This is an optimization exercise on Yosys and OpenROAD, whose aim is small area, not a production implementation.
Function was checked by simulation only, so behaviour that the tests miss may differ from the original.
In runs 5 and 6 the design's own scripts or RTL, not TritonCTS, make the clock network.
No driver is modelled on the clock port, so clock power and skew are understated where the tree is cut down; a real chip needs a root buffer or a tree.
Power figures rest on the tool's default switching activity, not on a simulated workload.

--- flow/config.mk ---
export PLATFORM = sky130hd
export DESIGN_NAME = camctl
export DESIGN_NICKNAME = camctl
export VERILOG_FILES = /design/flow/design.v
export SDC_FILE = /design/flow/constraint.sdc
export NUM_CORES = 4
export LEC_CHECK = 0
export CAP_MARGIN = 20
export CORE_MARGIN = 2
export CORE_UTILIZATION = 40
export SLEW_MARGIN = 20
--- flow/constraint.sdc ---
create_clock -name core_clock -period 6.0 [get_ports {clk}]
set_input_delay 1.2000 -clock core_clock [delete_from_list [all_inputs] [get_ports {clk}]]
set_output_delay 1.2000 -clock core_clock [all_outputs]
set_load 0.01 [all_outputs]
--- flow/design.v ---
module camctl_bus (
    input  wire       clk,
    input  wire       rst,
    input  wire       cmd_valid,
    output wire       cmd_ready,
    input  wire [2:0] cmd_op,
    input  wire [7:0] cmd_addr,
    input  wire [7:0] cmd_val,
    output wire       rsp_valid,
    output wire [1:0] rsp_status,
    output wire [7:0] rsp_code,
    output wire [7:0] rsp_data,
    output wire       tr_req,
    output reg        tr_we,
    output reg  [7:0] tr_addr,
    output reg  [7:0] tr_wdata,
    input  wire       tr_done,
    input  wire       tr_fail,
    input  wire [7:0] tr_rdata,
    output wire       log_valid,
    output wire [1:0] log_kind,
    output wire [7:0] log_data
);
    localparam [3:0] S_IDLE = 4'd0;
    localparam [3:0] S_RS   = 4'd1;    
    localparam [3:0] S_RT1  = 4'd2;    
    localparam [3:0] S_RP1  = 4'd3;    
    localparam [3:0] S_RL1  = 4'd4;    
    localparam [3:0] S_RT2  = 4'd5;    
    localparam [3:0] S_RP2  = 4'd6;    
    localparam [3:0] S_RL2  = 4'd7;    
    localparam [3:0] S_RR   = 4'd8;    
    localparam [3:0] S_WS   = 4'd9;    
    localparam [3:0] S_WV   = 4'd10;   
    localparam [3:0] S_WT   = 4'd11;   
    localparam [3:0] S_WP   = 4'd12;   
    localparam [3:0] S_RESP = 4'd13;   
    localparam [3:0] S_P    = 4'd14;   
    reg  [3:0] step;
    reg  [7:0] ra;          
    reg  [7:0] rv;          
    reg        rd;          
    reg        sent;        
    reg  [2:0] dly;         
    reg  [2:0] att;         
    reg        pq;          
    reg  [1:0] kind;        
    reg  [7:0] byte_r;      
    wire latched = |kind;
    wire poll    = (step == S_RP1) || (step == S_RP2) || (step == S_WP);
    wire reqstep = (step == S_RS) || (step == S_RT1) || (step == S_RT2) ||
                   (step == S_RR) || (step == S_WS) || (step == S_WV) ||
                   (step == S_WT) || (step == S_P);
    wire ans     = tr_done || tr_fail;
    assign cmd_ready = (step == S_IDLE);
    assign tr_req    = !latched && (reqstep || (poll && pq));
    assign rsp_valid  = (step == S_RESP);
    assign rsp_status = kind;
    assign rsp_code   = byte_r & {8{kind == 2'd1}};
    assign rsp_data   = byte_r & {8{rd && !latched}};
    wire st_ok   = (tr_rdata == 8'h00);
    wire st_busy = (tr_rdata == 8'h03);
    wire st_fail = (tr_rdata == 8'h04);
    wire unk_log = poll && pq && tr_done && !(st_ok || st_busy || st_fail);
    assign log_valid = unk_log || (step == S_RL1) || (step == S_RL2);
    assign log_kind  = unk_log ? 2'd1 : 2'd2;
    assign log_data  = unk_log ? tr_rdata : {6'd0, step == S_RL2, step == S_RL1};
    always @(*) begin
        tr_we    = 1'b1;
        tr_addr  = 8'hF5;
        tr_wdata = 8'h00;
        case (step)
        S_RS:  begin tr_addr = 8'hF2; tr_wdata = sent ? rv : ra; end
        S_RT1: tr_wdata = 8'h33;
        S_RT2: tr_wdata = 8'hF9;
        S_RR:  begin tr_we = 1'b0; tr_addr = 8'hF4; end
        S_WS:  begin tr_addr = 8'hF2; tr_wdata = ra; end
        S_WV:  begin tr_addr = 8'hF3; tr_wdata = sent ? 8'h00 : rv; end
        S_WT:  tr_wdata = 8'h37;
        S_P:   begin tr_we = !rd; tr_addr = ra; tr_wdata = rv; end
        default: begin tr_we = 1'b0; tr_addr = 8'hF6; end
        endcase
    end
    wire poll_end  = poll && (latched || (pq && ans && (tr_fail || st_ok || st_fail || att == 3'd5)));
    wire poll_good = pq && tr_done && st_ok;
    always @(posedge clk) begin
        if (ans && !latched)
            byte_r <= tr_rdata;
        if (step == S_IDLE) begin
            ra   <= cmd_addr;
            rv   <= cmd_val;
            rd   <= (cmd_op == 3'd1) || (cmd_op == 3'd4);
            sent <= (cmd_op == 3'd5) && (cmd_addr == 8'hFF);
        end
    end
    always @(posedge clk) begin
        if (rst) begin
            step <= S_IDLE;
            kind <= 2'd0;
            dly  <= 3'd0;
            att  <= 3'd0;
            pq   <= 1'b0;
        end else begin
            if (tr_req && tr_fail)
                kind <= 2'd1;
            if (poll && !latched) begin
                if (!pq) begin
                    dly <= dly + 3'd1;
                    if (dly == 3'd7) begin
                        att <= att + 3'd1;
                        pq  <= 1'b1;
                    end
                end else if (ans) begin
                    pq <= 1'b0;
                end
            end
            if (poll_end)
                att <= 3'd0;
            case (step)
            S_IDLE: if (cmd_valid) begin
                if (cmd_op == 3'd2) begin
                    kind <= 2'd0;
                    step <= S_RESP;
                end else if (latched)
                    step <= S_RESP;
                else if (cmd_op == 3'd4 || (cmd_op == 3'd5 && cmd_addr == 8'hFF))
                    step <= S_RS;
                else if (cmd_op[2] || cmd_op[1])
                    step <= S_WS;
                else
                    step <= S_P;
            end
            S_RP1, S_RP2: if (poll_end)
                step <= poll_good ? step + 4'd2 : step + 4'd1;
            S_WP: if (poll_end) begin
                if (!poll_good && !latched && !tr_fail)
                    kind <= 2'd2;
                step <= S_RESP;
            end
            S_RR: if (latched || ans)
                step <= sent ? S_WS : S_RESP;
            S_P: if (latched || ans)
                step <= S_RESP;
            S_RESP: step <= S_IDLE;
            S_RL1, S_RL2: step <= step + 4'd1;
            default: if (latched || ans)
                step <= step + 4'd1;
            endcase
        end
    end
endmodule
module camctl_rx (
    input  wire        clk,
    input  wire        rst,
    input  wire        s_valid,
    input  wire [7:0]  s_data,
    input  wire        s_last,
    input  wire        s_restart,
    input  wire        cfg_varlen,
    input  wire [23:0] cfg_expected,
    output reg         q_valid,
    output wire [1:0]  q_outcome,
    output wire        q_close,
    output wire [11:0] q_len
);
    localparam [1:0] O_FIRST     = 2'd0;
    localparam [1:0] O_INTER     = 2'd1;
    localparam [1:0] O_LAST      = 2'd2;
    localparam [1:0] O_DISCARDED = 2'd3;
    reg  [3:0]  pos;         
    reg  [10:0] plen;        
    reg         bad;         
    reg         fid;
    reg         eof;
    reg  [31:0] pts;
    reg  [31:0] last_pts;
    reg         last_zero;   
    reg         last_fid;
    reg         discarding;
    reg         frame_open;
    reg  [23:0] rem;         
    reg         under;       
    wire pts_ne   = last_zero ? (|pts) : (pts != last_pts);
    wire boundary = pts_ne || (fid != last_fid);
    always @(posedge clk) begin
        if (rst) begin
            pos     <= 4'd0;
            q_valid <= 1'b0;
        end else begin
            q_valid <= s_valid && s_last;
            if (s_valid) begin
                if (s_last)
                    pos <= 4'd0;
                else if (pos != 4'd12)
                    pos <= pos + 4'd1;
            end
        end
    end
    always @(posedge clk) begin
        if (s_valid) begin
            plen <= (pos == 4'd12) ? plen + 11'd1 : 11'd0;
            if (pos == 4'd0)
                bad <= (s_data != 8'd12);
            if (pos == 4'd1) begin
                bad <= bad || s_data[6] || !s_data[2];
                fid <= s_data[0];
                eof <= s_data[1];
            end
            if (s_last && pos < 4'd11)
                bad <= 1'b1;
            if (pos >= 4'd2 && pos <= 4'd5)
                pts <= {s_data, pts[31:8]};
        end
    end
    always @(posedge clk) begin
        if (s_valid && pos == 4'd11 && boundary) begin
            rem   <= cfg_expected;
            under <= 1'b0;
        end else if (s_valid && pos == 4'd12) begin
            rem   <= rem - 24'd1;
            under <= under || (rem == 24'd0);
        end
    end
    wire size_bad = !cfg_varlen && (under || rem != 24'd0);
    reg [1:0] outc;
    always @(*) begin
        if (bad)              outc = O_DISCARDED;
        else if (boundary)    outc = O_FIRST;
        else if (discarding)  outc = O_DISCARDED;
        else if (!frame_open) outc = O_DISCARDED;
        else if (eof)         outc = size_bad ? O_DISCARDED : O_LAST;
        else                  outc = O_INTER;
    end
    assign q_outcome = outc;
    assign q_close   = frame_open && (outc == O_FIRST);
    assign q_len     = {1'b0, plen & {11{outc != O_DISCARDED}}};
    always @(posedge clk) begin
        if (rst || s_restart) begin
            last_zero  <= 1'b1;
            last_fid   <= 1'b0;
            discarding <= 1'b0;
            frame_open <= 1'b0;
        end else if (q_valid) begin
            case (outc)
            O_FIRST: begin
                last_pts   <= pts;
                last_zero  <= 1'b0;
                last_fid   <= fid;
                discarding <= 1'b0;
                frame_open <= 1'b1;
            end
            O_LAST: begin
                last_zero  <= 1'b1;
                frame_open <= 1'b0;
            end
            O_DISCARDED: begin
                discarding <= 1'b1;
                frame_open <= 1'b0;
            end
            default: ;
            endcase
        end
    end
endmodule
module camctl (
    input  wire        clk,
    input  wire        rst,
    input  wire        cmd_valid,
    output wire        cmd_ready,
    input  wire [2:0]  cmd_op,
    input  wire [7:0]  cmd_addr,
    input  wire [7:0]  cmd_val,
    output wire        rsp_valid,
    output wire [1:0]  rsp_status,
    output wire [7:0]  rsp_code,
    output wire [7:0]  rsp_data,
    output wire        tr_req,
    output wire        tr_we,
    output wire [7:0]  tr_addr,
    output wire [7:0]  tr_wdata,
    input  wire        tr_done,
    input  wire        tr_fail,
    input  wire [7:0]  tr_rdata,
    output wire        log_valid,
    output wire [1:0]  log_kind,
    output wire [7:0]  log_data,
    input  wire        s_valid,
    input  wire [7:0]  s_data,
    input  wire        s_last,
    input  wire        s_restart,
    input  wire        cfg_varlen,
    input  wire [23:0] cfg_expected,
    output wire        q_valid,
    output wire [1:0]  q_outcome,
    output wire        q_close,
    output wire [11:0] q_len
);
    camctl_bus u_bus (
        .clk        (clk),
        .rst        (rst),
        .cmd_valid  (cmd_valid),
        .cmd_ready  (cmd_ready),
        .cmd_op     (cmd_op),
        .cmd_addr   (cmd_addr),
        .cmd_val    (cmd_val),
        .rsp_valid  (rsp_valid),
        .rsp_status (rsp_status),
        .rsp_code   (rsp_code),
        .rsp_data   (rsp_data),
        .tr_req     (tr_req),
        .tr_we      (tr_we),
        .tr_addr    (tr_addr),
        .tr_wdata   (tr_wdata),
        .tr_done    (tr_done),
        .tr_fail    (tr_fail),
        .tr_rdata   (tr_rdata),
        .log_valid  (log_valid),
        .log_kind   (log_kind),
        .log_data   (log_data)
    );
    camctl_rx u_rx (
        .clk          (clk),
        .rst          (rst),
        .s_valid      (s_valid),
        .s_data       (s_data),
        .s_last       (s_last),
        .s_restart    (s_restart),
        .cfg_varlen   (cfg_varlen),
        .cfg_expected (cfg_expected),
        .q_valid      (q_valid),
        .q_outcome    (q_outcome),
        .q_close      (q_close),
        .q_len        (q_len)
    );
endmodule
--- flow/flow/run.sh ---
#!/bin/bash
# Standard ORFS layout, with buf_1 port buffers and a clock tree without dummy loads.
set -euo pipefail
export BUFFER_PORTS_ARGS="-buffer_cell sky130_fd_sc_hd__buf_1"
export CTS_ARGS="-sink_clustering_enable -repair_clock_nets -dont_use_dummy_load -buf_list {sky130_fd_sc_hd__clkbuf_4 sky130_fd_sc_hd__clkbuf_8}"
bash standard.sh > standard.log 2>&1
--- flow/standard.sh ---
#!/bin/bash
# synth_recipe.tcl (not shown) runs the flow's synth.tcl, then flattens the netlist and writes it again
# the make line also repeats each setting of config.mk as NAME=value (left out here)
make -C /OpenROAD-flow-scripts/flow DESIGN_CONFIG=/design/flow/config.mk WORK_HOME=/design/flow/orfs CLKGATE_MAP_FILE= SYNTH_SCRIPT=/design/flow/synth_recipe.tcl "${@:-finish}"
==> flow_metrics.env, run 1 <==
export IMPL_run_status="no timing/DRC/antenna violations"
export IMPL_drt_iter0_drc=346
export IMPL_rows=50
export IMPL_layout_nets=890
export IMPL_viasPerCell=5.202
export IMPL_yosysWarnings=2
export IMPL_dpl_hpwl_um=11470
export IMPL_max_cap_violations=0
export IMPL_ctsResizeCount=0
export IMPL_hold_start="u_rx.discarding"
export IMPL_crit_path_max_incr_delay_ns=0.60
export IMPL_cts_max_path_buffers=2
export IMPL_grt_usage=0.1612
export IMPL_yosysTopAreaCell="edfxtp_1"
export IMPL_drc=0
export IMPL_n_fill_cell=1800
export IMPL_synth_edf_count=128
export IMPL_crit_path_start_kind="flop"
export IMPL_routed_wl_um=16090
export IMPL_post_route_cells_drive_above_1_share=0.08250
export IMPL_p_int_uw=1741
export IMPL_grt_antenna_before_repair=0
export IMPL_power_frac_comb=0.268
export IMPL_crit_start="u_rx.rem[9]"
export IMPL_hold_class="flop to flop"
export IMPL_finalCritPeriodShare=0.7543
export IMPL_first_global_vias=5119
export IMPL_pwr_share_seq=0.512
export IMPL_crit_path_cell_trace="or4_4, nor4_4, a41o_1, a41oi_1, o21a_1, nor2_1, inv_1, ha_1, nor2b_1, buf_1"
export IMPL_crit_fanout=13
export IMPL_synth_ff_type="edfxtp_1"
export IMPL_fp_coreArea_um2=18710
export IMPL_peakVddDrop_mv=0.3151
export IMPL_final_hold_violation_count=0
export IMPL_fin_tns_setup_ns=0
export IMPL_rsz0062_at_grt="no"
export IMPL_p_leak_uw=0.002942
export IMPL_fp_dieH_um=141.9
export IMPL_cts_sinks=151
export IMPL_ys_types=61
export IMPL_sw_frac_of_total=0.3315
export IMPL_grt_pass1_wl_um=25570
export IMPL_instances_no_fill=1034
export IMPL_firstDrtPassIters=4
export IMPL_htreeDepth=4
export IMPL_arrival_ns=3.33
export IMPL_syn_area_per_cell_um2=11.38
export IMPL_pwr_share_clk=0.220
export IMPL_initial_core_util=0.4069
export IMPL_rr_startpoint="u_rx.rem[9]"
export IMPL_worst_setup_path_type="flop to primary output"
export IMPL_cts_root_buffer="clkbuf_8"
export IMPL_worst_pin_slew_ns=0.7727
export IMPL_synthArstFlopShare=0
export IMPL_dp_cells=1016
export IMPL_synthesis_area_um2=7611
export IMPL_synth_area_top_cells="edfxtp_1 (51%), dfxtp_1 (6.0%), xor2_1 (5.9%)"
export IMPL_syn_inst=669
export IMPL_ios=133
export IMPL_setup_viol=0
export IMPL_max_freq_mhz=221.0
export IMPL_cp_slowest_cell="or4_4"
export IMPL_synth_common_cells="edfxtp_1 (128), nor2_1 (57), nand2_1 (53), xor2_1 (51), a21oi_1 (37)"
export IMPL_fp_dieW_um=141.9
export IMPL_ctsHoldBuffers=0
export IMPL_drtAntennaViolNets=0
export IMPL_drv_slew=0
export IMPL_grt_remaining_overflow=0
export IMPL_antenna_cells=0
export IMPL_final_core_util=0.4596
export IMPL_yosysMostFrequentCell="edfxtp_1"
export IMPL_cts_buffers=17
export IMPL_cts_tree="built"
export IMPL_dieArea_um2=20150
export IMPL_clk_latency_ns=0.45
export IMPL_power_density_nw_per_um2=302.9
export IMPL_cp_required_ns=4.80
export IMPL_relSlewSlack=0.4842
export IMPL_endpoint_kind="primary output"
export IMPL_worst_hold_slack_ns=0.4624
export IMPL_clk_pin_slew_ns=0.08
export IMPL_post_cts_buffers=0
export IMPL_grt_max_degree=33
export IMPL_p_sw_uw=863.2
export IMPL_fin_skew_ns=0.03944
export IMPL_area_growth_pct=12.95
export IMPL_ys_seq_area_frac=0.5655
export IMPL_wl_per_cell_um=15.56
export IMPL_num_vias=5379
export IMPL_synth_nets=757
export IMPL_ys_ff_latch=151
export IMPL_synth_top_area_share=0.5050
export IMPL_port_buffers=131
export IMPL_min_period_ns=4.526
export IMPL_gp_congestion=0.7654
## layout by cell type (no fill, tap or decap), types with 2 or more instances in the layout
cell      netlist  final
a211oi_1        5      4
a21oi_1        37     37
a221o_1         4      4
a31o_2          2      2
a41oi_1         2      2
and2_1         18     18
and3_1         12     12
buf_1           0    131
buf_4           4      6
clkbuf_8        0     17
dfxtp_1        23     23
edfxtp_1      128    128
ha_1           20     20
inv_1          21     21
mux2_2         23     23
mux2i_1         2      2
nand2_1        53     52
nand2b_1        8      8
nand3_1        18     18
nand4_1         9      9
nor2_1         57     56
nor2b_1        16     16
nor3_1         17     16
nor4_1         20     20
nor4_4          3      3
nor4b_1         2      2
o211ai_1        2      2
o21a_1          2      2
o21ai_0        32     32
o31ai_1         2      2
or2_2           6      6
or3_1           5      5
or4_1           4      4
xnor2_1        14     14
xor2_1         51     51
## kinds of logic (layout without fill, tap and decap cells)
logic type | after synthesis | count (layout) | synth area share
and+or+nand+nor | 255 | 255 | 0.1780
DFF | 151 | 151 | 0.5655
AOI/OAI and AO/OA | 105 | 105 | 0.08549
xor gates and xnor gates | 65 | 65 | 0.07480
buffers and inverters | 46 | 177 | 0.02466
muxes | 26 | 26 | 0.03814
adders and majority gates | 20 | 20 | 0.03288
other | 1 | 1 | 0.0004927
## metal layers
| metal | global-route usage | vias to the layer above | wire (µm) | share of wire |
|---|---|---|---|---|
| li1 | - | 2696 | - | - |
| met3 | 0.03668 | 18 | 760 | 0.047 |
| met4 | 0.04684 | 0 | 165 | 0.010 |
| met1 | 0.2205 | 2532 | 7624 | 0.47 |
| met5 | 0 | - | 0 | 0 |
| met2 | 0.2586 | 133 | 7538 | 0.47 |
## stage by stage
stage	setup WS (ns)	instance area [µm²]	total power, µW
3_3_place_gp	1.903	8351	2056
6_report	1.474	8597	2604
2_1_floorplan	1.563	7611	1812
3_5_place_dp	1.790	8351	2051
4_1_cts	1.357	8584	2634
5_1_grt	1.195	8597	2768
## flip-flops by register name (all words and copies together) (netlist names), 2 cells and up
signal and flops:
u_bus.att 3, u_bus.byte_r 8, u_bus.dly 3, u_bus.kind 2
u_bus.ra 8, u_bus.rv 8, u_bus.step 4, u_rx.last_pts 32
u_rx.plen 11, u_rx.pos 4, u_rx.pts 32, u_rx.rem 24
## critical path: cells and delay by family (launching register included)
| kind | cells | cell delay (ns) |
|---|---|---|
| and+or+nand+nor | 4 | 1.26 |
| AOI/OAI and AO/OA | 3 | 0.51 |
| DFF | 1 | 0.46 |
| buffers and inverters | 2 | 0.28 |
| adders and majority gates | 1 | 0.38 |
## worst paths after layout
check	end	slack, ns	cells past startpoint
worst max-delay path	q_len[8]	1.47	10
worst min-delay path	u_rx.discarding	0.46	2
worst max register to register	u_rx.frame_open	2.64	10
worst min register to register	u_rx.discarding	0.46	2
## layout make-up
type / instances / area (µm²) / share of cell area
clock buffers: 17 / 234.0 / 0.02722
inverters: 22 / 82.58 / 0.009606
multi-input cells: 472 / 3142 / 0.3654
flip-flops and latches: 151 / 4304 / 0.5007
well taps: 234 / 292.8 / 0.03406
repair buffers: 138 / 541.8 / 0.06302
## power by group through the flow
stage	Clock (µW)	Sequential, µW	Combinational (µW)
finish	572	1330	698
detailed placement	0	1360	695
global placement	0	1360	701
global route	641	1350	781
CTS	600	1330	701
floorplan	0	1310	503
==> run 2, diff against run 1 <==
==> flow/flow/run.sh (replaced) <==
#!/bin/bash
# Standard ORFS layout, with buf_1 port buffers and a clock tree without dummy loads.
set -euo pipefail
export BUFFER_PORTS_ARGS="-buffer_cell sky130_fd_sc_hd__buf_1"
export CTS_ARGS="-sink_clustering_enable -repair_clock_nets -dont_use_dummy_load -sink_clustering_size 40 -sink_clustering_max_diameter 200 -buf_list {sky130_fd_sc_hd__clkbuf_4 sky130_fd_sc_hd__clkbuf_8 sky130_fd_sc_hd__clkbuf_16}"
bash standard.sh > standard.log 2>&1
--- a/flow/config.mk
+++ b/flow/config.mk
@@ -7,5 +7,5 @@
 export LEC_CHECK = 0
 export CAP_MARGIN = 20
 export CORE_MARGIN = 2
-export CORE_UTILIZATION = 40
+export CORE_UTILIZATION = 65
 export SLEW_MARGIN = 20
==> run 2 against run 1 <==
Design area increased by 0.73%; non-clock buffer count decreased by 1; core utilization up 30 points; via count increased by 4.1%; synthesized area unchanged; clock-buffer cell count unchanged; power grew 11%; combinational power is essentially flat; critical path type unchanged.
==> flow_metrics.env, run 2 <==
export IMPL_fin_tns_setup_ns=0
export IMPL_instances_no_fill=942
export IMPL_syn_area_per_cell_um2=11.38
export IMPL_finalInstanceArea_um2=8660
export IMPL_setup_ws_ns=1.426
export IMPL_whs_path_depth=2
export IMPL_drt_met1_wl_um=6726
export IMPL_grt_antenna_before_repair=0
export IMPL_power_total_uw=2886
export IMPL_endpoint_kind="primary output"
export IMPL_fp_dieH_um=112.2
export IMPL_relSlewSlack=0.2335
export IMPL_hold_start="u_rx.discarding"
export IMPL_crit_start="u_rx.rem[9]"
export IMPL_run_status="no timing/DRC/antenna violations"
export IMPL_arrival_ns=3.37
export IMPL_synth_edf_count=128
export IMPL_peakVddDrop_mv=0.2904
export IMPL_area_growth_pct=13.78
export IMPL_cts_max_path_buffers=2
export IMPL_gp_congestion=0.8383
export IMPL_port_buffers=131
export IMPL_worst_pin_slew_ns=1.141
export IMPL_layout_commonest_cell="buf_1"
export IMPL_cts_tree="built"
export IMPL_rr_startpoint="u_rx.rem[9]"
export IMPL_n_fill_cell=791
export IMPL_grt_remaining_overflow=0
export IMPL_r2r_slack_ns=2.57
export IMPL_hold_class="flop to flop"
export IMPL_dpl_hpwl_um=11330
export IMPL_first_global_vias=5636
export IMPL_fp_dieW_um=112.2
export IMPL_ys_ff_latch=151
export IMPL_synth_common_cells="edfxtp_1 (128), nor2_1 (57), nand2_1 (53), xor2_1 (51), a21oi_1 (37)"
export IMPL_rows=39
export IMPL_cp_slowest_cell="or4_4"
export IMPL_ys_seq_area_frac=0.5655
export IMPL_crit_path_start_kind="flop"
export IMPL_post_route_cells_drive_above_1_share=0.07885
export IMPL_synth_top_area_share=0.5050
export IMPL_htreeDepth=4
export IMPL_cts_buffers=17
export IMPL_finalCritPeriodShare=0.7623
export IMPL_layout_nets=889
export IMPL_ctsHoldBuffers=0
export IMPL_highest_layer="met4"
export IMPL_top_regs="u_rx.last_pts: 32 flops, u_rx.pts: 32 flops, u_rx.rem: 24 flops"
export IMPL_synth_ff_type="edfxtp_1"
export IMPL_ctsResizeCount=0
export IMPL_regArea_um2=4304
export IMPL_setup_viol=0
export IMPL_p_leak_uw=0.003023
export IMPL_crit_fanout=13
export IMPL_drtAntennaViolNets=0
export IMPL_syn_inst=669
export IMPL_fin_skew_ns=0.01639
export IMPL_max_cap_violations=0
export IMPL_wl_met3_um=808
export IMPL_met2_length_um=8184
export IMPL_grt_pass1_wl_um=26300
export IMPL_antenna_cells=0
export IMPL_fp_coreArea_um2=11420
export IMPL_firstDrtPassIters=7
export IMPL_yosysTopAreaCell="edfxtp_1"
export IMPL_yosysMostFrequentCell="edfxtp_1"
export IMPL_cp_required_ns=4.80
export IMPL_crit_path_max_incr_delay_ns=0.61
export IMPL_multi_input_area_um2=3134
export IMPL_synth_area_top_cells="edfxtp_1 (51%), dfxtp_1 (6.0%), xor2_1 (5.9%)"
export IMPL_max_freq_mhz=218.6
export IMPL_grt_max_degree=33
export IMPL_power_density_nw_per_um2=333.3
export IMPL_crit_path_cell_trace="or4_4, nor4_4, a41o_1, a41oi_1, o21a_1, nor2_1, inv_1, ha_1, nor2b_1, buf_1"
export IMPL_final_hold_violation_count=0
export IMPL_cts_sinks=151
export IMPL_placed_area_um2=8229
export IMPL_min_period_ns=4.574
export IMPL_dp_cells=924
export IMPL_ys_types=61
export IMPL_drv_slew=0
export IMPL_clk_pin_slew_ns=0.05
export IMPL_rsz0062_at_grt="no"
export IMPL_wl_per_cell_um=17.13
export IMPL_worst_setup_path_type="flop to primary output"
export IMPL_grt_usage=0.2622
export IMPL_ios=133
export IMPL_hold_end="u_rx.discarding"
export IMPL_initial_core_util=0.6666
export IMPL_synth_nets=757
export IMPL_reg2reg_to="u_rx.frame_open"
export IMPL_viasPerCell=5.944
export IMPL_clk_latency_ns=0.43
export IMPL_final_cell_mix="buf_1 (131), edfxtp_1 (128), nor2_1 (56)"
export IMPL_yosysWarnings=2
export IMPL_drt_iter0_drc=439
export IMPL_r2r_cells=10
export IMPL_synthArstFlopShare=0
export IMPL_drc=0
export IMPL_post_place_ws_ns=1.826
export IMPL_cts_root_buffer="clkbuf_16"
export IMPL_synthesis_area_um2=7611
export IMPL_post_cts_buffers=0
export IMPL_dieArea_um2=12590
export IMPL_num_vias=5599
export IMPL_routed_wl_um=16140
[run 2: cell counts after synthesis]
No cell type changed its count.
[run 2: critical path: cells and delay by family (launching register included)]
family	cells	cell delay (ns)
fa+ha+maj	1	0.38
compound gates	3	0.51
simple gates	4	1.32
flops	1	0.45
buf+inv	2	0.29
[run 2: worst max path at each step]
stage                       end
detailed placement    log_valid
finish                 q_len[7]
CTS                    q_len[7]
global route           q_len[9]
floorplan           u_rx.pts[0]
global placement      log_valid
[run 2: cell families (layout without fill, tap and decap cells)]
| group | after synthesis | after routing | synth area share |
|---|---|---|---|
| adder cells (fa/ha/maj) | 20 | 20 | 0.03288 |
| AO/OA/AOI/OAI | 105 | 105 | 0.08549 |
| XOR/XNOR | 65 | 65 | 0.07480 |
| AND/OR/NAND/NOR | 255 | 255 | 0.1780 |
| other | 1 | 1 | 0.0004927 |
| buffers and inverters | 46 | 176 | 0.02466 |
| flip-flops | 151 | 151 | 0.5655 |
| multiplexers | 26 | 26 | 0.03814 |
[run 2: metal layers]
| layer | vias up | track usage |
|---|---|---|
| li1 | 2692 | - |
| met1 | 2689 | 0.3316 |
| met2 | 179 | 0.4426 |
| met3 | 39 | 0.05400 |
| met4 | 0 | 0.1114 |
| met5 | - | 0 |
[run 2: layout make-up]
cell class	instances	area share
Multi-Input combinational cell	472	0.3619
Inverter	22	0.009536
Tap cell	143	0.02066
Timing Repair Buffer	137	0.06170
Clock buffer	17	0.04913
Sequential cell	151	0.4970
[run 2: metrics by stage]
step | hold slack (ns) | util
floorplan | 0.4351 | -
global placement | 0.4457 | 0.7207
detailed placement | 0.4640 | 0.7207
CTS | 0.4706 | 0.7579
global route | 0.5098 | 0.7584
finish | 0.4639 | 0.7584
[run 2: power breakdown]
group	switching (µW)	internal, µW
Combinational	452	245
Clock	356	490
Sequential	95.2	1250
==> run 3, diff against run 2 <==
--- a/flow/config.mk
+++ b/flow/config.mk
@@ -7,5 +7,5 @@
 export LEC_CHECK = 0
 export CAP_MARGIN = 20
 export CORE_MARGIN = 2
-export CORE_UTILIZATION = 65
+export CORE_UTILIZATION = 45
 export SLEW_MARGIN = 20
==> run 3 against run 2 <==
Clock skew increased by 0.0087 ns; largest power group unchanged; worst hold slack got worse by 0.0062 ns; critical path depth unchanged; cell count increased by 8.3%; design area increased by 1.3%; synthesized area unchanged; still clean on timing, DRC and antenna; synthesized cell count unchanged; core utilization decreased by 23 points; first-iteration DRC count decreased by 28%; die area increased by 43%; clock-buffer cell count unchanged; sequential share of layout area decreased by 0.66 points.
==> flow_metrics.env, run 3 <==
export IMPL_highest_layer="met4"
export IMPL_cts_sinks=151
export IMPL_final_core_util=0.5292
export IMPL_dpl_hpwl_um=11650
export IMPL_clk_latency_ns=0.42
export IMPL_first_global_vias=5442
export IMPL_cts_max_path_buffers=2
export IMPL_n_fill_cell=1510
export IMPL_firstDrtPassIters=5
export IMPL_crit_path_max_incr_delay_ns=0.60
export IMPL_port_buffers=131
export IMPL_whs_path_depth=2
export IMPL_layout_nets=890
export IMPL_area_growth_pct=15.30
export IMPL_dieArea_um2=17970
export IMPL_yosysMostFrequentCell="edfxtp_1"
export IMPL_worst_pin_slew_ns=0.8452
export IMPL_p_leak_uw=0.003032
export IMPL_fp_coreArea_um2=16580
export IMPL_pwr_share_seq=0.465
export IMPL_post_place_ws_ns=1.768
export IMPL_fin_tns_setup_ns=0
export IMPL_r2r_slack_ns=2.67
export IMPL_ys_ff_latch=151
export IMPL_multi_input_area_um2=3139
export IMPL_wl_met3_um=892
export IMPL_cts_buffers=17
export IMPL_synth_area_top_cells="edfxtp_1 (51%), dfxtp_1 (6.0%), xor2_1 (5.9%)"
export IMPL_worst_setup_path_type="flop to primary output"
export IMPL_endpoint_kind="primary output"
export IMPL_top_regs="u_rx.last_pts: 32 flops, u_rx.pts: 32 flops, u_rx.rem: 24 flops"
export IMPL_drt_iter0_drc=317
export IMPL_rows=47
export IMPL_ctsResizeCount=0
export IMPL_max_cap_violations=0
export IMPL_gp_congestion=0.8543
export IMPL_setup_viol=0
export IMPL_viasPerCell=5.350
export IMPL_antenna_cells=0
export IMPL_drt_met1_wl_um=7451
export IMPL_drtAntennaViolNets=0
export IMPL_drc=0
export IMPL_crit_path_cell_trace="or4_4, nor4_4, a41o_1, a41oi_1, o21a_1, nor2_1, inv_1, ha_1, nor2b_1, buf_1"
export IMPL_ys_seq_area_frac=0.5655
export IMPL_worst_hold_slack_ns=0.4578
export IMPL_run_status="no timing/DRC/antenna violations"
export IMPL_htreeDepth=4
export IMPL_cts_root_buffer="clkbuf_16"
export IMPL_syn_area_per_cell_um2=11.38
export IMPL_grt_pass1_wl_um=26520
export IMPL_synth_edf_count=128
export IMPL_sw_frac_of_total=0.3121
export IMPL_hold_end="u_rx.discarding"
export IMPL_synthesis_area_um2=7611
export IMPL_reg2reg_to="u_rx.frame_open"
export IMPL_regArea_um2=4304
export IMPL_arrival_ns=3.31
export IMPL_synth_common_cells="edfxtp_1 (128), nor2_1 (57), nand2_1 (53), xor2_1 (51), a21oi_1 (37)"
export IMPL_setup_ws_ns=1.491
export IMPL_clk_pin_slew_ns=0.05
export IMPL_num_vias=5457
export IMPL_layout_commonest_cell="buf_1"
export IMPL_grt_usage=0.1851
export IMPL_yosysTopAreaCell="edfxtp_1"
export IMPL_post_cts_buffers=0
export IMPL_synth_nets=757
export IMPL_ys_types=61
export IMPL_cts_tree="built"
export IMPL_ios=133
export IMPL_rsz0062_at_grt="no"
export IMPL_ctsHoldBuffers=0
export IMPL_syn_inst=669
export IMPL_min_period_ns=4.509
export IMPL_final_hold_violation_count=0
export IMPL_drv_slew=0
export IMPL_crit_path_start_kind="flop"
export IMPL_fin_skew_ns=0.02507
export IMPL_synth_ff_type="edfxtp_1"
export IMPL_synth_top_area_share=0.5050
export IMPL_power_total_uw=2881
export IMPL_fp_dieH_um=134.1
export IMPL_crit_start="u_rx.rem[9]"
export IMPL_cp_required_ns=4.80
export IMPL_peakVddDrop_mv=0.2176
export IMPL_yosysWarnings=2
export IMPL_initial_core_util=0.4590
export IMPL_wl_per_cell_um=16.00
export IMPL_grt_max_degree=33
export IMPL_hold_start="u_rx.discarding"
export IMPL_hold_class="flop to flop"
export IMPL_grt_remaining_overflow=0
export IMPL_post_route_cells_drive_above_1_share=0.08125
export IMPL_cp_slowest_cell="or4_4"
export IMPL_fp_dieW_um=134.1
export IMPL_power_frac_comb=0.244
export IMPL_rr_startpoint="u_rx.rem[9]"
export IMPL_max_freq_mhz=221.8
export IMPL_r2r_cells=10
export IMPL_synthArstFlopShare=0
export IMPL_p_int_uw=1982
export IMPL_met2_length_um=7741
export IMPL_final_cell_mix="buf_1 (131), edfxtp_1 (128), nor2_1 (56)"
export IMPL_p_sw_uw=899.2
export IMPL_power_density_nw_per_um2=328.3
export IMPL_grt_antenna_before_repair=0
export IMPL_relSlewSlack=0.4366
export IMPL_pwr_share_clk=0.291
export IMPL_crit_fanout=13
export IMPL_finalCritPeriodShare=0.7515
export IMPL_routed_wl_um=16320
[run 3: worst max-delay path by stage]
stage,slack (ns),to,depth (start not counted)
finish,1.49,q_len[6],10
CTS,1.38,log_valid,7
detailed placement,1.77,log_valid,7
floorplan,1.56,u_rx.pts[0],3
global route,1.21,q_len[6],10
global placement,1.92,log_valid,7
[run 3: cell type report]
class / instances / area share
Multi-Input combinational cell: 472 / 0.3577
Tap cell: 220 / 0.03137
Timing Repair Buffer: 138 / 0.06259
Clock buffer: 17 / 0.04847
Inverter: 22 / 0.009410
Sequential cell: 151 / 0.4904
[run 3: per-stage QoR]
stage                     instances  instance area [µm²]
after floorplan                 669                 7611
after detailed placement       1001                 8325
after global placement         1001                 8325
after CTS                      1018                 8751
after global routing           1020                 8776
final                          1020                 8776
[run 3: power groups by stage]
stage / logic, µW / registers, µW / clock network, µW
floorplan: 503 / 1310 / 0
global placement: 687 / 1350 / 0
detailed placement: 690 / 1360 / 0
CTS: 697 / 1340 / 862
global route: 780 / 1350 / 897
finish: 702 / 1340 / 840
[run 3: cells by family (layout without fill, tap and decap cells)]
family / Yosys count / in the layout / share of synthesized area
AOI/OAI and AO/OA: 105 / 105 / 0.08549
xor gates and xnor gates: 65 / 65 / 0.07480
adders and majority gates: 20 / 20 / 0.03288
buffers and inverters: 46 / 177 / 0.02466
DFF: 151 / 151 / 0.5655
muxes: 26 / 26 / 0.03814
other: 1 / 1 / 0.0004927
and+or+nand+nor: 255 / 255 / 0.1780
[run 3: worst max-delay path: cells and delay by family, from the launching register on]
kind | cells | cell delay [ns]
buffers and inverters | 2 | 0.31
AOI/OAI and AO/OA | 3 | 0.52
adders and majority gates | 1 | 0.38
and+or+nand+nor | 4 | 1.25
DFF | 1 | 0.45
[run 3: per-layer routing]
metal / track usage / vias to the layer above
met1: 0.2445 / 2595
li1: - / 2700
met4: 0.06667 / 0
met3: 0.04384 / 18
met5: 0 / -
met2: 0.3000 / 144
==> run 4, diff against run 3 <==
==> flow/run.sh (new file) <==
#!/bin/bash
# synth_recipe.tcl (not shown) runs the flow's synth.tcl, then flattens the netlist and writes it again
# the make line also repeats each setting of config.mk as NAME=value (left out here)
make -C /OpenROAD-flow-scripts/flow DESIGN_CONFIG=/design/flow/config.mk WORK_HOME=/design/flow/orfs CLKGATE_MAP_FILE= SYNTH_SCRIPT=/design/flow/synth_recipe.tcl finish
--- a/flow/config.mk
+++ b/flow/config.mk
@@ -7,5 +7,5 @@
 export LEC_CHECK = 0
 export CAP_MARGIN = 20
 export CORE_MARGIN = 2
-export CORE_UTILIZATION = 45
+export CORE_UTILIZATION = 40
 export SLEW_MARGIN = 20
removed: flow/flow/run.sh
removed: flow/standard.sh
==> run 4 against run 3 <==
Synthesized cell count unchanged; core utilization down 0.65 points; cell count up 2.6%; worst hold slack better by 0.0087 ns; via count up 0.99%.
==> flow_metrics.env, run 4 <==
export IMPL_r2r_slack_ns=2.46
export IMPL_post_cts_buffers=0
export IMPL_synth_edf_count=128
export IMPL_cts_root_buffer="clkbuf_16"
export IMPL_ios=133
export IMPL_yosysTopAreaCell="edfxtp_1"
export IMPL_run_status="no timing/DRC/antenna violations"
export IMPL_num_vias=5511
export IMPL_max_cap_violations=0
export IMPL_grt_max_degree=33
export IMPL_layout_commonest_cell="clkdlybuf4s50_1"
export IMPL_endpoint_kind="primary output"
export IMPL_port_buffers=131
export IMPL_drv_slew=0
export IMPL_power_total_uw=3316
export IMPL_grt_pass1_wl_um=28210
export IMPL_setup_viol=0
export IMPL_gp_congestion=0.8223
export IMPL_sw_frac_of_total=0.3096
export IMPL_syn_area_per_cell_um2=11.38
export IMPL_synth_nets=757
export IMPL_grt_usage=0.1769
export IMPL_rows=50
export IMPL_cts_max_path_buffers=2
export IMPL_crit_path_cell_trace="or4_4, nor4_4, a41o_1, a41oi_1, o21a_1, nor2_1, inv_1, ha_1, nor2b_1, clkdlybuf4s50_1"
export IMPL_hold_class="flop to flop"
export IMPL_ys_ff_latch=151
export IMPL_fp_dieW_um=141.9
export IMPL_ys_types=61
export IMPL_first_global_vias=5672
export IMPL_clk_pin_slew_ns=0.07
export IMPL_antenna_cells=0
export IMPL_cts_sinks=151
export IMPL_cts_buffers=17
export IMPL_setup_ws_ns=1.066
export IMPL_clk_latency_ns=0.43
export IMPL_crit_path_max_incr_delay_ns=0.61
export IMPL_p_leak_uw=0.003445
export IMPL_crit_family="simple AND/OR/NAND/NOR gates"
export IMPL_syn_inst=669
export IMPL_fin_skew_ns=0.01551
export IMPL_crit_path_start_kind="flop"
export IMPL_drc=0
export IMPL_synth_ff_type="edfxtp_1"
export IMPL_htreeDepth=4
export IMPL_fin_tns_setup_ns=0
export IMPL_power_frac_comb=0.264
export IMPL_final_core_util=0.5227
export IMPL_firstDrtPassIters=6
export IMPL_fp_dieH_um=141.9
export IMPL_synthArstFlopShare=0
export IMPL_initial_core_util=0.4069
export IMPL_ctsHoldBuffers=0
export IMPL_n_fill_cell=1636
export IMPL_cts_tree="built"
export IMPL_hold_start="u_rx.last_fid"
export IMPL_ys_seq_area_frac=0.5655
export IMPL_synthesis_area_um2=7611
export IMPL_crit_start="u_rx.rem[9]"
export IMPL_yosysWarnings=2
export IMPL_power_density_nw_per_um2=339.2
export IMPL_fp_coreArea_um2=18710
export IMPL_cp_required_ns=4.80
export IMPL_post_route_cells_drive_above_1_share=0.09594
export IMPL_crit_fanout=13
export IMPL_critPathBufInv=2
export IMPL_min_period_ns=4.934
export IMPL_drtAntennaViolNets=0
export IMPL_worst_setup_path_type="flop to primary output"
export IMPL_finalCritPeriodShare=0.8223
export IMPL_grt_remaining_overflow=0
export IMPL_top_regs="u_rx.last_pts: 32 flops, u_rx.pts: 32 flops, u_rx.rem: 24 flops"
export IMPL_arrival_ns=3.73
export IMPL_synth_common_cells="edfxtp_1 (128), nor2_1 (57), nand2_1 (53), xor2_1 (51), a21oi_1 (37)"
export IMPL_yosysMostFrequentCell="edfxtp_1"
export IMPL_pwr_share_seq=0.404
export IMPL_area_growth_pct=28.47
export IMPL_rsz0062_at_grt="no"
export IMPL_drt_iter0_drc=355
export IMPL_p_sw_uw=1027
export IMPL_final_hold_violation_count=0
export IMPL_layout_nets=888
export IMPL_max_freq_mhz=202.7
export IMPL_grt_antenna_before_repair=1
export IMPL_post_place_ws_ns=1.018
export IMPL_routed_wl_um=17290
export IMPL_cp_slowest_cell="or4_4"
export IMPL_dieArea_um2=20150
export IMPL_wl_per_cell_um=16.51
export IMPL_peakVddDrop_mv=0.2329
export IMPL_dpl_hpwl_um=12340
export IMPL_p_int_uw=2290
export IMPL_relSlewSlack=0.3779
export IMPL_synth_area_top_cells="edfxtp_1 (51%), dfxtp_1 (6.0%), xor2_1 (5.9%)"
export IMPL_final_cell_mix="clkdlybuf4s50_1 (131), edfxtp_1 (128), nor2_1 (56)"
export IMPL_rr_startpoint="u_rx.rem[9]"
export IMPL_viasPerCell=5.264
export IMPL_pwr_share_clk=0.333
export IMPL_synth_top_area_share=0.5050
export IMPL_ctsResizeCount=0
export IMPL_worst_pin_slew_ns=0.9309
==> run 4: worst reg2reg max path, cell delays in order, from the launching register on <==
cell and delay, ns:
edfxtp_1 0.46, or4_4 0.61, nor4_4 0.28, a41o_1 0.25, a41oi_1 0.12, o21a_1 0.13
nor2_1 0.22, ha_1 0.24, nand2_1 0.11, nor2_4 0.72
==> run 4: area by class of cell <==
cell class	instances	area, µm²	area share
flip-flops and latches	151	4304	0.4402
clock inverters	14	176.4	0.01804
multi-input cells	472	3147	0.3218
clock buffers	18	429.2	0.04389
repair buffers	136	1346	0.1377
well taps	234	292.8	0.02994
inverters	22	82.58	0.008445
==> run 4: stage by stage <==
step	hold WS (ns)	instances	cell area, µm²
final	0.4665	1047	9778
after global routing	0.4979	1047	9778
after CTS	0.4697	1046	9766
after detailed placement	0.4541	1014	9160
after global placement	0.4498	1014	9160
after floorplan	0.4351	669	7611
==> run 4: worst paths after layout <==
check,to,cells past startpoint
worst max-delay path,q_len[1],10
worst min-delay path,u_rx.last_fid,2
worst max register to register,u_rx.last_pts[28],9
worst min register to register,u_rx.last_fid,2
==> run 4: cell families after synthesis <==
family / count (synthesis) / share of synthesized area
flops: 151 / 0.5655
other cells: 1 / 0.0004927
xor+xnor: 65 / 0.07480
buf+inv: 46 / 0.02466
simple gates: 255 / 0.1780
mux: 26 / 0.03814
fa+ha+maj: 20 / 0.03288
compound gates: 105 / 0.08549
==> run 4: power groups by stage <==
| stage | Sequential, µW | Clock, µW | Combinational [µW] |
|---|---|---|---|
| 4_1_cts | 1340 | 1130 | 877 |
| 2_1_floorplan | 1310 | 0 | 503 |
| 6_report | 1340 | 1100 | 874 |
| 5_1_grt | 1350 | 1170 | 967 |
| 3_3_place_gp | 1360 | 0 | 865 |
| 3_5_place_dp | 1360 | 0 | 867 |
==> run 4: routing by layer <==
layer,routed length [µm],share of wire,up-vias,global-route usage
met5,0,0,-,0
met4,265,0.015,0,0.06895
met3,861,0.050,13,0.04778
met2,8232,0.48,135,0.2841
met1,7929,0.46,2649,0.2294
li1,-,-,2714,-
==> run 5, diff against run 4 <==
==> flow/flow/run.sh (new file) <==
#!/bin/bash
# Standard ORFS layout, with buf_1 port buffers and a two-level clock tree
# built by flow/cts_hook.tcl in place of clock_tree_synthesis.
set -euo pipefail
export BUFFER_PORTS_ARGS="-buffer_cell sky130_fd_sc_hd__buf_1"
export PRE_CTS_TCL="$(pwd)/flow/cts_hook.tcl"
export MY_CTS_LEAVES=${MY_CTS_LEAVES:-8}
export MY_CTS_LEAF=${MY_CTS_LEAF:-sky130_fd_sc_hd__clkbuf_8}
export MY_CTS_ROOT=${MY_CTS_ROOT:-sky130_fd_sc_hd__clkbuf_8}
bash standard.sh > standard.log 2>&1
==> flow/flow/cts_hook.tcl (new file) <==
# Sourced by ORFS cts.tcl before its clock_tree_synthesis call (PRE_CTS_TCL).
# Replaces clock_tree_synthesis with a two-level tree: one root buffer on the
# clock port driving one leaf buffer per group of flip-flops (recursive
# bisection of the placed clock-pin locations into equal groups).
# Every flip-flop is two buffers from the port.

proc clock_tree_synthesis { args } {
  set nleaf     [expr { [info exists ::env(MY_CTS_LEAVES)] ? $::env(MY_CTS_LEAVES) : 4 }]
  set leaf_cell [expr { [info exists ::env(MY_CTS_LEAF)] ? $::env(MY_CTS_LEAF) : "sky130_fd_sc_hd__clkbuf_8" }]
  set root_cell [expr { [info exists ::env(MY_CTS_ROOT)] ? $::env(MY_CTS_ROOT) : "sky130_fd_sc_hd__clkbuf_4" }]
  set db    [ord::get_db]
  set block [ord::get_db_block]
  set clk   [$block findNet clk]
  set sinks {}
  set xs {}
  set ys {}
  foreach it [$clk getITerms] {
    set loc [$it getAvgXY]
    lappend sinks $it
    lappend xs [lindex $loc 1]
    lappend ys [lindex $loc 2]
  }
  set n [llength $sinks]
  puts "my_cts: $n sinks, $nleaf leaves of $leaf_cell, root $root_cell"
  # recursive bisection into equal halves, alternating x and y cuts
  set all {}
  for { set i 0 } { $i < $n } { incr i } { lappend all $i }
  set groups [list $all]
  set axis 0
  while { [llength $groups] < $nleaf } {
    set next {}
    foreach g $groups {
      set keyed {}
      foreach i $g {
        lappend keyed [list $i [expr { $axis == 0 ? [lindex $xs $i] : [lindex $ys $i] }]]
      }
      set sorted {}
      foreach e [lsort -integer -index 1 $keyed] { lappend sorted [lindex $e 0] }
      set h [expr { [llength $sorted] / 2 }]
      lappend next [lrange $sorted 0 [expr { $h - 1 }]] [lrange $sorted $h end]
    }
    set groups $next
    set axis [expr { 1 - $axis }]
  }
  set nleaf [llength $groups]
  set asg [lrepeat $n 0]
  set cx {}
  set cy {}
  set sc {}
  set k 0
  foreach g $groups {
    set sx 0.0
    set sy 0.0
    foreach i $g {
      lset asg $i $k
      set sx [expr { $sx + [lindex $xs $i] }]
      set sy [expr { $sy + [lindex $ys $i] }]
    }
    lappend cx [expr { int($sx / [llength $g]) }]
    lappend cy [expr { int($sy / [llength $g]) }]
    lappend sc [llength $g]
    incr k
  }
  set root_master [$db findMaster $root_cell]
  set leaf_master [$db findMaster $leaf_cell]
  set root [odb::dbInst_create $block $root_master clkbuf_root]
  set rnet [odb::dbNet_create $block clknet_root]
  $rnet setSigType CLOCK
  [$root findITerm A] connect $clk
  [$root findITerm X] connect $rnet
  set ax 0.0
  set ay 0.0
  set used 0
  for { set k 0 } { $k < $nleaf } { incr k } {
    if { [lindex $sc $k] == 0 } { continue }
    set b [odb::dbInst_create $block $leaf_master clkbuf_leaf_$k]
    set net [odb::dbNet_create $block clknet_leaf_$k]
    $net setSigType CLOCK
    [$b findITerm A] connect $rnet
    [$b findITerm X] connect $net
    for { set i 0 } { $i < $n } { incr i } {
      if { [lindex $asg $i] == $k } {
        set it [lindex $sinks $i]
        $it disconnect
        $it connect $net
      }
    }
    $b setLocation [lindex $cx $k] [lindex $cy $k]
    $b setPlacementStatus PLACED
    set ax [expr { $ax + [lindex $cx $k] }]
    set ay [expr { $ay + [lindex $cy $k] }]
    incr used
    puts "my_cts: leaf $k at [lindex $cx $k] [lindex $cy $k] with [lindex $sc $k] sinks"
  }
  $root setLocation [expr { int($ax / $used) }] [expr { int($ay / $used) }]
  $root setPlacementStatus PLACED
  $clk setSigType CLOCK
  set_propagated_clock [all_clocks]
}
==> flow/standard.sh (new file) <==
#!/bin/bash
# synth_recipe.tcl (not shown) runs the flow's synth.tcl, then flattens the netlist and writes it again
# the make line also repeats each setting of config.mk as NAME=value (left out here)
make -C /OpenROAD-flow-scripts/flow DESIGN_CONFIG=/design/flow/config.mk WORK_HOME=/design/flow/orfs CLKGATE_MAP_FILE= SYNTH_SCRIPT=/design/flow/synth_recipe.tcl "${@:-finish}"
--- a/flow/config.mk
+++ b/flow/config.mk
@@ -7,5 +7,5 @@
 export LEC_CHECK = 0
 export CAP_MARGIN = 20
 export CORE_MARGIN = 2
-export CORE_UTILIZATION = 40
+export CORE_UTILIZATION = 65
 export SLEW_MARGIN = 20
removed: flow/run.sh
==> run 5 against run 4 <==
Global-route usage grew 6.3 points; die area shrank 38%; via count grew 0.24%; sequential power is essentially flat; clock power shrank 61%; critical path depth is the same; power shrank 26%; sequential cell count is the same; combinational power shrank 21%; synthesized cell count is the same; synthesized area is the same.
==> flow_metrics.env, run 5 <==
export IMPL_grt_antenna_before_repair=0
export IMPL_crit_fanout=13
export IMPL_dieArea_um2=12590
export IMPL_drc=0
export IMPL_p_leak_uw=0.002879
export IMPL_ys_ff_latch=151
export IMPL_syn_inst=669
export IMPL_final_hold_violation_count=0
export IMPL_ys_types=61
export IMPL_synth_top_area_share=0.5050
export IMPL_worst_hold_slack_ns=0.4782
export IMPL_endpoint_kind="primary output"
export IMPL_ctsResizeCount=0
export IMPL_crit_path_start_kind="flop"
export IMPL_layout_nets=881
export IMPL_max_freq_mhz=218.8
export IMPL_rsz0062_at_grt="no"
export IMPL_synthArstFlopShare=0
export IMPL_viasPerCell=5.914
export IMPL_fin_tns_setup_ns=0
export IMPL_worst_setup_path_type="flop to primary output"
export IMPL_wl_per_cell_um=16.67
export IMPL_ys_seq_area_frac=0.5655
export IMPL_ios=133
export IMPL_drt_met1_wl_um=6722
export IMPL_wl_met3_um=679
export IMPL_firstDrtPassIters=6
export IMPL_max_cap_violations=0
export IMPL_post_route_cells_drive_above_1_share=0.06953
export IMPL_synth_edf_count=128
export IMPL_yosysMostFrequentCell="edfxtp_1"
export IMPL_run_status="no timing/DRC/antenna violations"
export IMPL_highest_layer="met4"
export IMPL_dpl_hpwl_um=11330
export IMPL_relSlewSlack=0.2606
export IMPL_clk_pin_slew_ns=0.11
export IMPL_fp_coreArea_um2=11420
export IMPL_peakVddDrop_mv=0.2092
export IMPL_setup_viol=0
export IMPL_rows=39
export IMPL_final_cell_mix="buf_1 (131), edfxtp_1 (128), nor2_1 (56)"
export IMPL_num_vias=5524
export IMPL_synth_common_cells="edfxtp_1 (128), nor2_1 (57), nand2_1 (53), xor2_1 (51), a21oi_1 (37)"
export IMPL_drt_iter0_drc=534
export IMPL_drv_slew=0
export IMPL_fin_skew_ns=0.01292
export IMPL_clk_latency_ns=0.40
export IMPL_yosysTopAreaCell="edfxtp_1"
export IMPL_grt_remaining_overflow=0
export IMPL_post_cts_buffers=0
export IMPL_synthesis_area_um2=7611
export IMPL_area_growth_pct=9.814
export IMPL_ctsHoldBuffers=0
export IMPL_initial_core_util=0.6666
export IMPL_power_density_nw_per_um2=293.9
export IMPL_drtAntennaViolNets=0
export IMPL_syn_area_per_cell_um2=11.38
export IMPL_grt_max_degree=33
export IMPL_finalCritPeriodShare=0.7618
export IMPL_hold_class="flop to flop"
export IMPL_min_period_ns=4.571
export IMPL_met2_length_um=8003
export IMPL_synth_area_top_cells="edfxtp_1 (51%), dfxtp_1 (6.0%), xor2_1 (5.9%)"
export IMPL_grt_pass1_wl_um=25520
export IMPL_n_fill_cell=834
export IMPL_gp_congestion=0.8383
export IMPL_port_buffers=131
export IMPL_yosysWarnings=2
export IMPL_fp_dieW_um=112.2
export IMPL_routed_wl_um=15570
export IMPL_grt_usage=0.2397
export IMPL_synth_nets=757
export IMPL_antenna_cells=0
export IMPL_cp_required_ns=4.80
export IMPL_fp_dieH_um=112.2
export IMPL_synth_ff_type="edfxtp_1"
export IMPL_layout_commonest_cell="buf_1"
export IMPL_worst_pin_slew_ns=1.101
export IMPL_top_regs="u_rx.last_pts: 32 flops, u_rx.pts: 32 flops, u_rx.rem: 24 flops"
export IMPL_first_global_vias=5366
export IMPL_arrival_ns=3.37
==> run 5: where the power goes <==
group	leakage (µW)	internal, µW	total (µW)	switching [µW]
Sequential	0.00144	1240	1340	94.4
Clock	0.0000647	137	426	289
Combinational	0.00137	244	692	447
==> run 5: area by class of cell <==
cell class	instances	area, µm²	share of cell area
Tap cell	143	178.9	0.02141
Sequential cell	151	4304	0.5150
Buffer	9	123.9	0.01482
Timing Repair Buffer	137	534.3	0.06392
Multi-Input combinational cell	472	3134	0.3750
Inverter	22	82.58	0.009880
==> run 5: per-layer routing <==
layer,up-vias,GRT usage
li1,2675,-
met1,2684,0.3265
met2,149,0.4341
met3,16,0.02376
met4,0,0.02927
met5,-,0
==> run 5: path summary, 6_finish.rpt <==
check	startpoint	endpoint	slack, ns	depth (start not counted)
worst min register to register	u_rx.discarding	u_rx.discarding	0.48	2
worst max-delay path	u_rx.rem[9]	q_len[7]	1.43	10
worst min-delay path	u_rx.discarding	u_rx.discarding	0.48	2
worst max register to register	u_rx.rem[9]	u_rx.frame_open	2.60	10
==> run 5: per-stage QoR <==
stage            util  area [µm²]  setup WS (ns)  instances  power (µW)
2_1_floorplan       -        7611          1.563        669        1812
3_3_place_gp   0.7207        8229          1.904        924        2016
3_5_place_dp   0.7207        8229          1.826        924        2045
4_1_cts        0.7315        8353          1.414        933        2460
5_1_grt        0.7320        8358          1.185        934        2592
6_report       0.7320        8358          1.429        934        2457
==> run 5: logic make-up (layout without fill, tap and decap cells) <==
kind of cell / Yosys count / after routing / share of synthesized area
and+or+nand+nor: 255 / 255 / 0.1780
DFF: 151 / 151 / 0.5655
AOI/OAI and AO/OA: 105 / 105 / 0.08549
xor gates and xnor gates: 65 / 65 / 0.07480
buffers and inverters: 46 / 168 / 0.02466
muxes: 26 / 26 / 0.03814
adders and majority gates: 20 / 20 / 0.03288
other: 1 / 1 / 0.0004927
==> run 5: critical path, cell delays in order (launching register included) <==
cell      delay, ns
edfxtp_1       0.47
or4_4          0.61
nor4_4         0.28
a41o_1         0.24
a41oi_1        0.14
o21a_1         0.14
nor2_1         0.24
inv_1          0.13
ha_1           0.38
nor2b_1        0.18
buf_1          0.16
==> run 6, diff against run 5 <==
--- a/flow/design.v
+++ b/flow/design.v
@@ -105,11 +105,9 @@
                 kind <= 2'd1;
             if (poll && !latched) begin
                 if (!pq) begin
-                    dly <= dly + 3'd1;
-                    if (dly == 3'd7) begin
-                        att <= att + 3'd1;
-                        pq  <= 1'b1;
-                    end
+                    {att, dly} <= {att, dly} + 6'd1;
+                    if (dly == 3'd7)
+                        pq <= 1'b1;
                 end else if (ans) begin
                     pq <= 1'b0;
                 end
@@ -180,7 +178,18 @@
     reg         frame_open;
     reg  [23:0] rem;         
     reg         under;       
-    wire pts_ne   = last_zero ? (|pts) : (pts != last_pts);
+    reg         pts_ne;      
+    reg  [7:0]  last_byte;
+    always @(*) begin
+        case (pos[1:0])
+        2'd2:    last_byte = last_pts[7:0];
+        2'd3:    last_byte = last_pts[15:8];
+        2'd0:    last_byte = last_pts[23:16];
+        default: last_byte = last_pts[31:24];
+        endcase
+        if (last_zero)
+            last_byte = 8'd0;
+    end
     wire boundary = pts_ne || (fid != last_fid);
     always @(posedge clk) begin
         if (rst) begin
@@ -210,6 +219,10 @@
                 bad <= 1'b1;
             if (pos >= 4'd2 && pos <= 4'd5)
                 pts <= {s_data, pts[31:8]};
+            if (pos == 4'd2)
+                pts_ne <= (s_data != last_byte);
+            else if (pos >= 4'd3 && pos <= 4'd5)
+                pts_ne <= pts_ne || (s_data != last_byte);
         end
     end
     always @(posedge clk) begin
==> flow/flow/run.sh (replaced) <==
#!/bin/bash
# Standard ORFS layout with three changes:
#  - after the standard synthesis, its combinational logic is re-mapped for
#    area by flow/resyn.tcl (registers untouched);
#  - ports get buf_1 buffers;
#  - the clock tree is two levels of buffers built by flow/cts_hook.tcl.
# Each tool's output goes to a log file in this folder.
set -euo pipefail
here=$(pwd)
lib=$FLOW_HOME/platforms/sky130hd/lib/sky130_fd_sc_hd__tt_025C_1v80.lib
res=$here/orfs/results/sky130hd/camctl/base

bash standard.sh synth > synth.log 2>&1

cp $res/1_2_yosys.v $here/std_synth.v
export RESYN_IN=$here/std_synth.v
export RESYN_OUT=$here/resyn.v
export RESYN_LIB=$lib
export RESYN_ABC=$here/flow/resyn.abc
export RESYN_DONT_USE="$(grep -o 'cell *( *"\?sky130_fd_sc_hd__\(lpflow\|probe\)[a-z0-9_]*' $lib | grep -o 'sky130_fd_sc_hd__[a-z0-9_]*' | sort -u | tr '\n' ' ')"
yosys -c $here/flow/resyn.tcl > resyn.log 2>&1
cp $here/resyn.v $res/1_2_yosys.v
rm -f $res/1_synth.odb $res/1_synth.sdc

export BUFFER_PORTS_ARGS="-buffer_cell sky130_fd_sc_hd__buf_1"
export PRE_CTS_TCL="$here/flow/cts_hook.tcl"
export MY_CTS_LEAVES=${MY_CTS_LEAVES:-8}
export MY_CTS_LEAF=${MY_CTS_LEAF:-sky130_fd_sc_hd__clkbuf_8}
export MY_CTS_ROOT=${MY_CTS_ROOT:-sky130_fd_sc_hd__clkbuf_8}
bash standard.sh > layout.log 2>&1
==> flow/flow/resyn.abc (new file) <==
strash
&get -n
&deepsyn -T 10 -S 1
&put
dch -f
amap
==> flow/flow/resyn.tcl (new file) <==
# Yosys script (yosys -c): re-map the combinational logic of the standard
# synthesis netlist for area. Flip-flops and tie cells stay as they are, with
# their instance names, so the registers match the standard synthesis.
# Environment: RESYN_IN, RESYN_OUT (netlists), RESYN_LIB (liberty),
# RESYN_ABC (abc script), RESYN_DONT_USE (cells abc must not use).
yosys read_liberty -ignore_miss_func $::env(RESYN_LIB)
yosys read_verilog $::env(RESYN_IN)
yosys hierarchy -top camctl
yosys setattr -mod -set keep_hierarchy 1 sky130_fd_sc_hd__*df* sky130_fd_sc_hd__*dl* sky130_fd_sc_hd__conb_1
yosys flatten
yosys opt_clean -purge
set dont_use {}
foreach c $::env(RESYN_DONT_USE) { lappend dont_use -dont_use $c }
yosys abc -liberty $::env(RESYN_LIB) {*}$dont_use -script $::env(RESYN_ABC)
yosys opt_clean -purge
yosys read_liberty -lib -overwrite -ignore_miss_func $::env(RESYN_LIB)
yosys hilomap -singleton -hicell sky130_fd_sc_hd__conb_1 HI -locell sky130_fd_sc_hd__conb_1 LO
yosys insbuf -buf sky130_fd_sc_hd__buf_4 A X
yosys select camctl
yosys stat -liberty $::env(RESYN_LIB)
yosys check -assert
yosys write_verilog -noattr -nohex -nodec -selected $::env(RESYN_OUT)
==> run 6 against run 5 <==
Now fails the layout checks on setup timing; synthesized cell count is 9.6% lower; routed wire length fell by 3.5%; clock power shrank 2%; global-route usage up 2.4 points; combinational power down 9.8%; power decreased by 1.9%; die area fell by 13%; maximum frequency decreased by 37%; sequential cell count up 1; sequential power about the same; highest routed layer unchanged.
==> flow_metrics.env, run 6 <==
export IMPL_routed_wl_um=15020
export IMPL_power_density_nw_per_um2=294.1
export IMPL_final_hold_violation_count=0
export IMPL_violations="setup timing"
export IMPL_critPathMostFrequentCell="nor2_4"
export IMPL_setup_viol=46
export IMPL_pwr_share_clk=0.173
export IMPL_initial_core_util=0.6717
export IMPL_fp_coreArea_um2=9774
export IMPL_worst_pin_slew_ns=0.9921
export IMPL_min_period_ns=7.311
export IMPL_clk_pin_slew_ns=0.11
export IMPL_relSlewSlack=0.3346
export IMPL_max_cap_violations=0
export IMPL_cp_slowest_cell="edfxtp_1"
export IMPL_grt_usage=0.2641
export IMPL_firstDrtPassIters=5
export IMPL_syn_inst=605
export IMPL_arrival_ns=6.11
export IMPL_drv_slew=0
export IMPL_sw_frac_of_total=0.3242
export IMPL_grt_pass1_wl_um=23890
export IMPL_cp_required_ns=4.80
export IMPL_num_vias=5371
export IMPL_fp_dieW_um=104.5
export IMPL_clk_latency_ns=0.39
export IMPL_synth_nets=673
export IMPL_syn_area_per_cell_um2=10.85
export IMPL_placed_area_um2=7580
export IMPL_setup_ws_ns=-1.311
export IMPL_max_freq_mhz=136.8
export IMPL_dpl_hpwl_um=10380
export IMPL_post_route_cells_drive_above_1_share=0.1486
export IMPL_instances_no_fill=927
export IMPL_rsz0062_at_grt="yes"
export IMPL_fp_dieH_um=104.5
export IMPL_n_fill_cell=553
export IMPL_p_int_uw=1629
export IMPL_grt_antenna_before_repair=0
export IMPL_drtAntennaViolNets=0
export IMPL_final_cell_mix="edfxtp_1 (129), buf_1 (119), nor2_1 (99)"
export IMPL_endpoint_kind="primary output"
export IMPL_gp_congestion=0.9251
export IMPL_fin_skew_ns=0.01503
export IMPL_hold_class="flop to flop"
export IMPL_first_global_vias=5192
export IMPL_power_frac_comb=0.259
export IMPL_grt_remaining_overflow=0
export IMPL_drt_iter0_drc=385
export IMPL_port_buffers=131
export IMPL_antenna_cells=0
export IMPL_yosysWarnings=2
export IMPL_crit_path_start_kind="flop"
export IMPL_wl_per_cell_um=16.20
export IMPL_final_core_util=0.8385
export IMPL_grt_max_degree=34
export IMPL_viasPerCell=5.794
export IMPL_finalCritPeriodShare=1.218
export IMPL_layout_commonest_cell="edfxtp_1"
export IMPL_layout_nets=864
export IMPL_pwr_share_seq=0.568
export IMPL_rows=36
export IMPL_synthesis_area_um2=6565
export IMPL_worst_setup_path_type="flop to primary output"
export IMPL_p_leak_uw=0.002665
export IMPL_drc=0
export IMPL_p_sw_uw=781.2
export IMPL_dp_cells=883
export IMPL_run_status="complete, but fails checks"
export IMPL_finalInstanceArea_um2=8195
export IMPL_ctsHoldBuffers=0
export IMPL_area_growth_pct=24.83
export IMPL_crit_path_max_incr_delay_ns=0.40
export IMPL_peakVddDrop_mv=0.2749
export IMPL_top_regs="u_rx.last_pts: 32 flops, u_rx.pts: 32 flops, u_rx.rem: 24 flops"
export IMPL_ios=133
export IMPL_dieArea_um2=10920
export IMPL_crit_fanout=6
## run 6: worst paths after layout
path	start	endpoint	slack, ns	depth (start not counted)
setup / recovery	u_rx.rem[0]	q_len[6]	-1.31	38
hold / removal	u_rx.pts[0]	u_rx.last_pts[0]	0.42	0
setup reg to reg	u_rx.rem[0]	u_rx.last_pts[3]	-0.53	42
hold reg to reg	u_rx.pts[0]	u_rx.last_pts[0]	0.42	0
## run 6: cell type report
cell class              count  area [µm²]  share of cell area
plain buffers               9       123.9             0.01511
inverters                  72       300.3             0.03664
multi-input cells         377        2157              0.2632
flip-flops and latches    152        4334              0.5289
well taps                 133       166.4             0.02031
repair buffers            183        1105              0.1348
repair inverters            1       8.758            0.001069
## run 6: metrics by stage
step	TNS (ns)	hold WS (ns)	worst slack (ns)	power, µW
CTS	-26.37	0.4254	-1.273	2404
global placement	-8.824	0.4013	-0.7765	1973
global route	-45.10	0.4336	-1.652	2527
floorplan	-12.35	0.4003	-0.6597	1781
detailed placement	-17.87	0.4056	-1.032	1996
finish	-30.39	0.4233	-1.311	2410
## run 6: metal layers
| layer | vias up | GRT usage | routed length (µm) |
|---|---|---|---|
| met3 | 31 | 0.02820 | 911 |
| li1 | 2567 | - | - |
| met1 | 2564 | 0.3296 | 6035 |
| met5 | - | 0 | 0 |
| met4 | 0 | 0.06950 | 311 |
| met2 | 209 | 0.4897 | 7762 |
## run 6: power groups by stage
stage / clock, µW / sequential (µW) / combinational, µW
after floorplan: 0 / 1370 / 412
after global placement: 0 / 1390 / 587
after detailed placement: 0 / 1390 / 604
after CTS: 426 / 1370 / 610
after global routing: 459 / 1380 / 684
final: 417 / 1370 / 624
## run 6: worst max-delay path, delay by kind of cell, from the launching register on
kind | cells | cell delay [ns]
DFF | 1 | 0.40
and+or+nand+nor | 24 | 4.33
AOI/OAI and AO/OA | 2 | 0.22
buffers and inverters | 12 | 0.80
## run 6: repair_timing
action | CTS | global route
resized for setup | 34 | 13
hold endpoints to repair | 0 | 0
endpoints found under the setup margin | 45 | 47
cloned | 4 | 0
buffers inserted | 22 | 10
pin swaps | 8 | 21

==> port drivers added, routing unchanged <==
The results above use ideal ports. As a check the final layouts listed here were re-extracted and re-timed, cells and wires unchanged. Step 1 (the two cells are an assumption about what drives the block):
set clk [get_ports {clk}]
set_driving_cell -lib_cell sky130_fd_sc_hd__clkbuf_16 $clk
set_driving_cell -lib_cell sky130_fd_sc_hd__buf_2 [delete_from_list [all_inputs] $clk]
Step 2 adds t to the input delays and takes it off the output delays; t is the mean of the earliest and latest rising clock arrival at the registers after step 1. Input paths then give back, and output paths get back, about the clock's delay inside the block. Slacks: ideal ports / drivers / drivers and shift; pairs: ideal ports / drivers.
run	t, ns	setup WS [ns]	cell pins on the clock port's net
run 1	0.472	1.474 / 1.433 / 1.905	1
run 2	0.457	1.426 / 1.386 / 1.842	1
run 3	0.448	1.491 / 1.452 / 1.889	1
run 4	0.468	1.066 / 1.021 / 1.190	1
run 5	0.427	1.429 / 1.394 / 1.821	1
run 6	0.409	-1.311 / -1.342 / -0.932	1
